Context: an optimization exercise on an open-source flow, tuned for small area and a short achievable clock period. The choices shown serve that exercise and are no tape-out recipe.
RTL that was checked went through simulation tests only; none was proved equivalent to the original.
Power is estimated from default activity; no workload was simulated.

P:
==> flow/design.v <==
module can_crc8 (
    input  wire [55:0] d,     
    output wire [7:0]  crc
);
    localparam [55:0] M0 = 56'hbfcfebb0cba841;
    localparam [55:0] M1 = 56'h7e9fd761975183;
    localparam [55:0] M2 = 56'h43f14473e50b47;
    localparam [55:0] M3 = 56'h86e289e6ca178e;
    localparam [55:0] M4 = 56'h0cc513cd952f1c;
    localparam [55:0] M5 = 56'h188a279a2b5f38;
    localparam [55:0] M6 = 56'h30144f3457be70;
    localparam [55:0] M7 = 56'hdfe775d865d4a0;
    assign crc = {^(d & M7), ^(d & M6), ^(d & M5), ^(d & M4),
                  ^(d & M3), ^(d & M2), ^(d & M1), ^(d & M0)};
endmodule
module can_mutate (
    input  wire        is_pat,       
    input  wire        is_stamp,     
    input  wire        is_inv,       
    input  wire        is_rev,       
    input  wire [63:0] data_in,
    output wire [63:0] data_out
);
    localparam [55:0] PAT     = {8'hFC, 8'hFF, 8'h1F, 8'hFF, 8'hFF, 8'hFF, 8'hFF};
    localparam [7:0]  PAT_CRC = 8'h6B;
    localparam [7:0]  INV_CRC = 8'h0C;       
    wire [55:0] d = data_in[55:0];
    wire [55:0] d_rev;
    genvar i;
    generate
        for (i = 0; i < 7; i = i + 1) begin : g_rev
            assign d_rev[8*i +: 8] = d[8*(6-i) +: 8];
        end
    endgenerate
    wire [7:0] crc_d, crc_rev;
    can_crc8 u_crc_d   (.d(d),     .crc(crc_d));
    can_crc8 u_crc_rev (.d(d_rev), .crc(crc_rev));
    reg [63:0] out;
    always @(*) begin
        out = data_in;
        if (is_pat)   out = {PAT_CRC, PAT};
        if (is_stamp) out = {crc_d, d};
        if (is_inv)   out = {crc_d ^ INV_CRC, ~d};
        if (is_rev)   out = {crc_rev, d_rev};
    end
    assign data_out = out;
endmodule
module can_mutate_class (
    input  wire [28:0] id,
    output wire [4:0]  cls           
);
    localparam [28:0] ID_PAT   = 29'h1DC;
    localparam [28:0] ID_STAMP = 29'h2B0;
    localparam [28:0] ID_INV   = 29'h3A5;
    localparam [28:0] ID_REV   = 29'h0C7;
    localparam [28:0] BL0 = 29'h59E;
    localparam [28:0] BL1 = 29'h13A;
    localparam [28:0] BL2 = 29'h7FF;
    assign cls = {(id == BL0) || (id == BL1) || (id == BL2),
                  id == ID_REV, id == ID_INV, id == ID_STAMP, id == ID_PAT};
endmodule
module can_txq #(
    parameter CAP = 6,
    parameter W   = 97,
    parameter WH  = 33               
) (
    input  wire            clk,
    input  wire            rst,
    input  wire            visit,       
    input  wire            visit_n,     
    input  wire            busy,        
    input  wire            enq_cand,    
    input  wire            enq_en,      
    input  wire            hdr_we,      
    input  wire [WH-1:0]   enq_hdr,     
    input  wire [W-WH-1:0] enq_body,    
    output wire            drop,        
    output reg             send,        
    output wire [W-1:0]    head_frame   
);
    localparam DEPTH = CAP - 1;         
    localparam RING  = DEPTH - 1;       
    localparam WB    = W - WH;
    reg [2:0]      tail, cnt;
    reg [RING-1:0] wp, rp;
    reg            shown;
    reg [WH-1:0]   ring_h [0:RING-1];
    reg [WB-1:0]   ring_b [0:RING-1];
    reg [WH-1:0]   front_h;
    reg [WB-1:0]   front_b;
    reg            c0, c1, cf, tf;
    reg            v1;                  
    wire       flush   = visit && !c0 && !busy;
    wire       enq     = enq_cand && enq_en;
    wire       drained = v1 && !busy;
    wire       full_f  = tf && !drained;
    wire       acc     = enq && !full_f;
    wire       reload  = shown && !c0;                
    wire       ring_we = !cf;                         
    assign drop  = enq_en && (enq_cand && tf) && (!v1 || busy);
    reg [2:0] tail_n, cnt_n;
    always @(*) begin
        tail_n = tail;
        if (drained)  tail_n = acc ? 3'd1 : 3'd0;
        else if (acc) tail_n = tail + 3'd1;
        cnt_n = cnt;
        if (flush && !acc)      cnt_n = cnt - 3'd1;
        else if (acc && !flush) cnt_n = cnt + 3'd1;
    end
    always @(posedge clk) begin
        if (rst) begin
            tail  <= 3'd0;
            cnt   <= 3'd0;
            c0    <= 1'b1;
            c1    <= 1'b0;
            cf    <= 1'b0;
            tf    <= 1'b0;
            v1    <= 1'b0;
            shown <= 1'b0;
            send  <= 1'b0;
            wp    <= {{(RING-1){1'b0}}, 1'b1};
            rp    <= {{(RING-1){1'b0}}, 1'b1};
        end else begin
            tail  <= tail_n;
            cnt   <= cnt_n;
            c0    <= (cnt_n == 3'd0);
            c1    <= (cnt_n == 3'd1);
            cf    <= (cnt_n == DEPTH);
            tf    <= (tail_n == DEPTH);
            v1    <= visit_n && (cnt_n == 3'd1);
            shown <= flush;
            send  <= flush;
            if (acc && !c0) wp <= {wp[RING-2:0], wp[RING-1]};
            if (reload)     rp <= {rp[RING-2:0], rp[RING-1]};
        end
    end
    integer k;
    always @(posedge clk) begin
        for (k = 0; k < RING; k = k + 1) begin
            if (wp[k] && ring_we && hdr_we) ring_h[k] <= enq_hdr;
            if (wp[k] && ring_we)           ring_b[k] <= enq_body;
        end
    end
    reg [WH-1:0] nh;
    reg [WB-1:0] nb;
    always @(*) begin
        nh = {WH{1'b0}};
        nb = {WB{1'b0}};
        for (k = 0; k < RING; k = k + 1) begin
            nh = nh | ({WH{rp[k] && (shown || c0)}} & ring_h[k]);
            nb = nb | ({WB{rp[k] && reload}}           & ring_b[k]);
        end
        nh = nh | ({WH{!(shown || c0)}} & front_h);
        nb = nb | ({WB{c0}}                & enq_body)
                | ({WB{!(shown || c0)}}    & front_b);
    end
    always @(posedge clk) begin
        front_h <= nh;
        front_b <= nb;
    end
    assign head_frame = {front_h, front_b};
endmodule
module can_relay (
    input  wire        clk,
    input  wire        rst,           
    input  wire        repeat_en,     
    input  wire        fast_tick,     
    input  wire        rx1_valid,
    input  wire [28:0] rx1_id,
    input  wire [3:0]  rx1_dlc,
    input  wire [63:0] rx1_data,
    output wire        rx1_take,
    input  wire        rx2_valid,
    input  wire [28:0] rx2_id,
    input  wire [3:0]  rx2_dlc,
    input  wire [63:0] rx2_data,
    output wire        rx2_take,
    input  wire        rx3_valid,
    input  wire [28:0] rx3_id,
    input  wire [3:0]  rx3_dlc,
    input  wire [63:0] rx3_data,
    output wire        rx3_take,
    input  wire [7:0]  eflg1,
    input  wire [7:0]  eflg2,
    input  wire [7:0]  eflg3,
    output wire [2:0]  eflg_clr,      
    output wire [2:0]  cause_clr,     
    output reg         fault,         
    input  wire        tx1_busy,
    output wire        tx1_send,
    output wire [28:0] tx1_id,
    output wire [3:0]  tx1_dlc,
    output wire [63:0] tx1_data,
    output wire        drop1,         
    input  wire        tx2_busy,
    output wire        tx2_send,
    output wire [28:0] tx2_id,
    output wire [3:0]  tx2_dlc,
    output wire [63:0] tx2_data,
    output wire        drop2
);
    localparam CAP_L = 6;
    localparam W     = 97;
    reg  [2:0]  proc, fin;
    reg  [2:0]  rr;
    reg  [2:0]  pri;
    reg         idle;         
    reg  [4:0]  ctx_cls;      
    reg  [63:0] ctx_data;
    wire v1 = rx1_valid, v2 = rx2_valid, v3 = rx3_valid;
    assign rx1_take = v1 && idle && (pri[2] || !v3) && (!pri[0] || !v2);
    assign rx2_take = v2 && idle && (pri[0] || !v1) && (!pri[1] || !v3);
    assign rx3_take = v3 && idle && (pri[1] || !v2) && (!pri[2] || !v1);
    wire [2:0] take  = {rx3_take, rx2_take, rx1_take};
    wire       any_v = v1 || v2 || v3;
    always @(posedge clk) begin
        if (rst) begin
            proc <= 3'b000;
            fin  <= 3'b000;
            rr   <= 3'b100;
            pri  <= 3'b100;
            idle <= 1'b1;
        end else begin
            proc <= take;
            fin  <= proc;
            if (idle && any_v) rr <= take;
            pri  <= (|fin || (idle && !any_v)) ? (idle ? pri : rr) : 3'b000;
            idle <= |fin || (idle && !any_v);
        end
    end
    wire [4:0] cls1, cls2;
    can_mutate_class u_cls1 (.id(rx1_id), .cls(cls1));
    can_mutate_class u_cls2 (.id(rx2_id), .cls(cls2));
    wire sel1 = v1 && !(v2 && rr[0]);
    always @(posedge clk) begin
        if (sel1) begin ctx_cls <= cls1; ctx_data <= rx1_data; end
        else    begin ctx_cls <= cls2; ctx_data <= rx2_data; end
    end
    wire [63:0] mut_data;
    can_mutate u_mutate (
        .is_pat(ctx_cls[0]), .is_stamp(ctx_cls[1]), .is_inv(ctx_cls[2]), .is_rev(ctx_cls[3]),
        .data_in(ctx_data), .data_out(mut_data)
    );
    wire blacklisted = ctx_cls[4];
    wire [2:0] ovr     = fin & {|eflg3[7:6], |eflg2[7:6], |eflg1[7:6]};
    wire [2:0] any_err = fin & {|eflg3, |eflg2, |eflg1};
    assign eflg_clr  = ovr;
    assign cause_clr = any_err;
    always @(posedge clk) begin
        if (rst)             fault <= 1'b0;
        else if (|any_err)   fault <= 1'b1;
    end
    reg vis2, vis3;           
    reg fast_pend;
    wire step1 = !vis2 && !vis3 && fast_pend;
    wire step2 = vis2;
    wire step1_n = !step1 && !vis2 && (fast_tick || fast_pend);
    wire step2_n = step1;
    always @(posedge clk) begin
        if (rst) begin
            vis2      <= 1'b0;
            vis3      <= 1'b0;
            fast_pend <= 1'b0;
        end else begin
            fast_pend <= fast_tick || (fast_pend && !step1);
            vis2      <= step1;
            vis3      <= vis2;
        end
    end
    can_txq #(.CAP(CAP_L), .W(W)) u_txq1 (
        .clk(clk), .rst(rst), .visit(step1), .visit_n(step1_n), .busy(tx1_busy),
        .enq_cand(proc[1] && !blacklisted), .enq_en(repeat_en),
        .hdr_we(!proc[1]), .enq_hdr({rx2_id, rx2_dlc}), .enq_body(mut_data),
        .drop(drop1), .send(tx1_send), .head_frame({tx1_id, tx1_dlc, tx1_data})
    );
    can_txq #(.CAP(CAP_L), .W(W)) u_txq2 (
        .clk(clk), .rst(rst), .visit(step2), .visit_n(step2_n), .busy(tx2_busy),
        .enq_cand(proc[0] && !blacklisted), .enq_en(repeat_en),
        .hdr_we(!proc[0]), .enq_hdr({rx1_id, rx1_dlc}), .enq_body(mut_data),
        .drop(drop2), .send(tx2_send), .head_frame({tx2_id, tx2_dlc, tx2_data})
    );
endmodule
export LEC_CHECK = 0
export CAP_MARGIN = 20
export CORE_MARGIN = 2
export CORE_UTILIZATION = 40
export SETUP_SLACK_MARGIN = 2.5
export SLEW_MARGIN = 20
create_clock -name core_clock -period 5.5 [get_ports {clk}]
standard.sh (not shown) runs the stock make flow with config.mk's settings and CLKGATE_MAP_FILE= SYNTH_SCRIPT=/design/flow/synth_recipe.tcl, a recipe that flattens the netlist after the stock synthesis.
==> flow/flow/run.sh <==
#!/bin/bash
# The standard layout (standard.sh: unchanged synthesis and steps) with two
# changes to how cells are chosen:
#  - the port buffers that buffer_ports inserts are plain buf_1 cells
#    instead of its default choice (the resizer upsizes them where timing
#    needs it);
#  - clock tree synthesis builds larger sink clusters and adds no dummy
#    loads (the tree is still balanced by TritonCTS as usual).
set -euo pipefail
export BUFFER_PORTS_ARGS="-buffer_cell sky130_fd_sc_hd__buf_1"
export CTS_ARGS="-sink_clustering_enable -repair_clock_nets -dont_use_dummy_load -sink_clustering_size 24 -sink_clustering_max_diameter 80"
bash standard.sh > standard_flow.log 2>&1
Edits applied to the flow inputs when going from P to S:
--- a/flow/design.v
+++ b/flow/design.v
@@ -66,9 +66,8 @@
 ) (
     input  wire            clk,
     input  wire            rst,
     input  wire            visit,       
-    input  wire            visit_n,     
     input  wire            busy,        
     input  wire            enq_cand,    
     input  wire            enq_en,      
     input  wire            hdr_we,      
@@ -88,17 +87,16 @@
     reg [WB-1:0]   ring_b [0:RING-1];
     reg [WH-1:0]   front_h;
     reg [WB-1:0]   front_b;
     reg            c0, c1, cf, tf;
-    reg            v1;                  
     wire       flush   = visit && !c0 && !busy;
     wire       enq     = enq_cand && enq_en;
-    wire       drained = v1 && !busy;
+    wire       drained = visit && c1 && !busy;
     wire       full_f  = tf && !drained;
     wire       acc     = enq && !full_f;
     wire       reload  = shown && !c0;                
     wire       ring_we = !cf;                         
-    assign drop  = enq_en && (enq_cand && tf) && (!v1 || busy);
+    assign drop  = enq_en && (enq_cand && tf) && (!(visit && c1) || busy);
     reg [2:0] tail_n, cnt_n;
     always @(*) begin
         tail_n = tail;
         if (drained)  tail_n = acc ? 3'd1 : 3'd0;
@@ -114,9 +112,8 @@
             c0    <= 1'b1;
             c1    <= 1'b0;
             cf    <= 1'b0;
             tf    <= 1'b0;
-            v1    <= 1'b0;
             shown <= 1'b0;
             send  <= 1'b0;
             wp    <= {{(RING-1){1'b0}}, 1'b1};
             rp    <= {{(RING-1){1'b0}}, 1'b1};
@@ -126,9 +123,8 @@
             c0    <= (cnt_n == 3'd0);
             c1    <= (cnt_n == 3'd1);
             cf    <= (cnt_n == DEPTH);
             tf    <= (tail_n == DEPTH);
-            v1    <= visit_n && (cnt_n == 3'd1);
             shown <= flush;
             send  <= flush;
             if (acc && !c0) wp <= {wp[RING-2:0], wp[RING-1]};
             if (reload)     rp <= {rp[RING-2:0], rp[RING-1]};
@@ -253,10 +249,8 @@
     reg vis2, vis3;           
     reg fast_pend;
     wire step1 = !vis2 && !vis3 && fast_pend;
     wire step2 = vis2;
-    wire step1_n = !step1 && !vis2 && (fast_tick || fast_pend);
-    wire step2_n = step1;
     always @(posedge clk) begin
         if (rst) begin
             vis2      <= 1'b0;
             vis3      <= 1'b0;
@@ -267,15 +261,15 @@
             vis3      <= vis2;
         end
     end
     can_txq #(.CAP(CAP_L), .W(W)) u_txq1 (
-        .clk(clk), .rst(rst), .visit(step1), .visit_n(step1_n), .busy(tx1_busy),
+        .clk(clk), .rst(rst), .visit(step1), .busy(tx1_busy),
         .enq_cand(proc[1] && !blacklisted), .enq_en(repeat_en),
         .hdr_we(!proc[1]), .enq_hdr({rx2_id, rx2_dlc}), .enq_body(mut_data),
         .drop(drop1), .send(tx1_send), .head_frame({tx1_id, tx1_dlc, tx1_data})
     );
     can_txq #(.CAP(CAP_L), .W(W)) u_txq2 (
-        .clk(clk), .rst(rst), .visit(step2), .visit_n(step2_n), .busy(tx2_busy),
+        .clk(clk), .rst(rst), .visit(step2), .busy(tx2_busy),
         .enq_cand(proc[0] && !blacklisted), .enq_en(repeat_en),
         .hdr_we(!proc[0]), .enq_hdr({rx1_id, rx1_dlc}), .enq_body(mut_data),
         .drop(drop2), .send(tx2_send), .head_frame({tx2_id, tx2_dlc, tx2_data})
     );
--- outcome ---
S | status: complete | timing, DRC, antenna: pass. Comparing S and P, the higher number of well-tap cells placed is on S. | highest attainable clock frequency | lower: P |. Re part of the total power dissipated in combinational logic: P was lower than S. Going from P to S, worst slew slack as a fraction of its limit shrinks by 7.7 points. Clock tree skew after final layout is lower on S. Comparing S and P, utilization is higher on P.
For S, only the layout was checked, not whether the RTL still works.

== tundra ==
RTL: the design.v shown in full above, as it stands there.
export LEC_CHECK = 0
export CAP_MARGIN = 20
export CORE_MARGIN = 2
export CORE_UTILIZATION = 40
export SETUP_SLACK_MARGIN = 2.7
export SLEW_MARGIN = 20
create_clock -name core_clock -period 5.5 [get_ports {clk}]
Scripts as last shown in full above: flow/flow/run.sh
Input changes introduced in xenon (baseline for comparison: tundra):
==> flow/design.v, changed modules only <==
module can_txq #(
    parameter CAP = 6,
    parameter W   = 97,
    parameter WH  = 33               
) (
    input  wire            clk,
    input  wire            rst,
    input  wire            visit,       
    input  wire            visit_n,     
    input  wire            busy,        
    input  wire            enq_cand,    
    input  wire            enq_en,      
    input  wire            hdr_we,      
    input  wire [WH-1:0]   enq_hdr,     
    input  wire [W-WH-1:0] enq_body,    
    output wire            drop,        
    output reg             send,        
    output wire [W-1:0]    head_frame   
);
    localparam DEPTH = CAP - 1;         
    localparam RING  = DEPTH - 1;       
    localparam WB    = W - WH;
    reg [2:0]      tail, cnt;
    reg [RING-1:0] wp, rp;
    reg            fv;                  
    reg [WH-1:0]   ring_h [0:RING-1];
    reg [WB-1:0]   ring_b [0:RING-1];
    reg [WH-1:0]   front_h;
    reg [WB-1:0]   front_b;
    reg            c0, c1, cf, tf;
    reg            v1;                  
    wire       flush   = visit && !c0 && !busy;
    wire       enq     = enq_cand && enq_en;
    wire       drained = v1 && !busy;
    wire       full_f  = tf && !drained;
    wire       acc     = enq && !full_f;
    wire       load    = !fv && !c0;                  
    wire       ring_we = !cf;                         
    assign drop  = enq_en && (enq_cand && tf) && (!v1 || busy);
    reg [2:0] tail_n, cnt_n;
    always @(*) begin
        tail_n = tail;
        if (drained)  tail_n = acc ? 3'd1 : 3'd0;
        else if (acc) tail_n = tail + 3'd1;
        cnt_n = cnt;
        if (flush && !acc)      cnt_n = cnt - 3'd1;
        else if (acc && !flush) cnt_n = cnt + 3'd1;
    end
    always @(posedge clk) begin
        if (rst) begin
            tail  <= 3'd0;
            cnt   <= 3'd0;
            c0    <= 1'b1;
            c1    <= 1'b0;
            cf    <= 1'b0;
            tf    <= 1'b0;
            v1    <= 1'b0;
            fv    <= 1'b0;
            send  <= 1'b0;
            wp    <= {{(RING-1){1'b0}}, 1'b1};
            rp    <= {{(RING-1){1'b0}}, 1'b1};
        end else begin
            tail  <= tail_n;
            cnt   <= cnt_n;
            c0    <= (cnt_n == 3'd0);
            c1    <= (cnt_n == 3'd1);
            cf    <= (cnt_n == DEPTH);
            tf    <= (tail_n == DEPTH);
            v1    <= visit_n && (cnt_n == 3'd1);
            fv    <= (fv || load) && !flush;
            send  <= flush;
            if (acc)  wp <= {wp[RING-2:0], wp[RING-1]};
            if (load) rp <= {rp[RING-2:0], rp[RING-1]};
        end
    end
    integer k;
    always @(posedge clk) begin
        for (k = 0; k < RING; k = k + 1) begin
            if (wp[k] && ring_we && hdr_we) ring_h[k] <= enq_hdr;
            if (wp[k] && ring_we)           ring_b[k] <= enq_body;
        end
    end
    reg [W-1:0] nf;
    always @(*) begin
        nf = {W{!load}} & {front_h, front_b};
        for (k = 0; k < RING; k = k + 1)
            nf = nf | ({W{rp[k] && load}} & {ring_h[k], ring_b[k]});
    end
    always @(posedge clk) begin
        {front_h, front_b} <= nf;
    end
    assign head_frame = {front_h, front_b};
endmodule
Findings:
- Taking tundra as the reference, in xenon number of synthesized flops with an enable pin now sits at about the same level, cell area decreased about 1.8%.
- The lower synthesized cell count of tundra and xenon is in xenon.
- xenon: done, clean on timing, DRC and antenna
- ~same mean area per synthesized cell in tundra and xenon
- Die area | xenon < tundra
- The number of fill cells in the layout of xenon and that of tundra are within noise of each other.
- Compare tundra and xenon | total met2 wirelength after detailed routing higher: tundra
- xenon vs tundra — largest net degree at the start of global routing rose about 45%.
- Relative contribution of the clock network to total power in xenon is 3.3 points below tundra.
- Comparing tundra with xenon, the maximum achievable frequency came out essentially unchanged.
- xenon vs tundra — weighted congestion reported at the end of routability-driven placement dropped 0.66%.
- Of xenon and tundra, it is xenon that has the lower layout-stage area growth over the synthesis result.
- xenon: switching portion of total power 3.0 points above tundra
- On number of synthesized register bits, tundra and xenon are neck and neck.

## static timing again, ports no longer ideal
No port has a modelled driver above. Below, the same layouts with a new extraction and two added sets of constraints.
Step 1 sets driving cells, clkbuf_16 on the clock port and buf_2 on the other inputs (assumed; they add their load-dependent delay and slew).
Step 2 adds t to the input delays and takes it off the output delays; t is the mean of the earliest and latest rising clock arrival at the registers after step 1. Input paths then give back, and output paths get back, about the clock's delay inside the block.
a / b / c = ideal / step 1 / step 2; a / b = the first two.
run	t, ns	setup slack, ns	worst register clock-pin slew, ns	worst slew at a driven data input, ns
P	0.715	2.367 / 2.344 / 1.968	0.10 / 0.10	0.10
S	0.702	2.454 / 2.393 / 2.208	0.10 / 0.10	0.10
tundra	0.718	2.664 / 2.617 / 2.162	0.10 / 0.10	0.11
xenon	0.712	2.660 / 2.618 / 2.170	0.10 / 0.10	0.10
After both steps setup and hold are still met in every run listed. For tundra, which loses most, drivers alone change the setup slack by -0.047 ns; drivers and shift together by -0.502 ns.
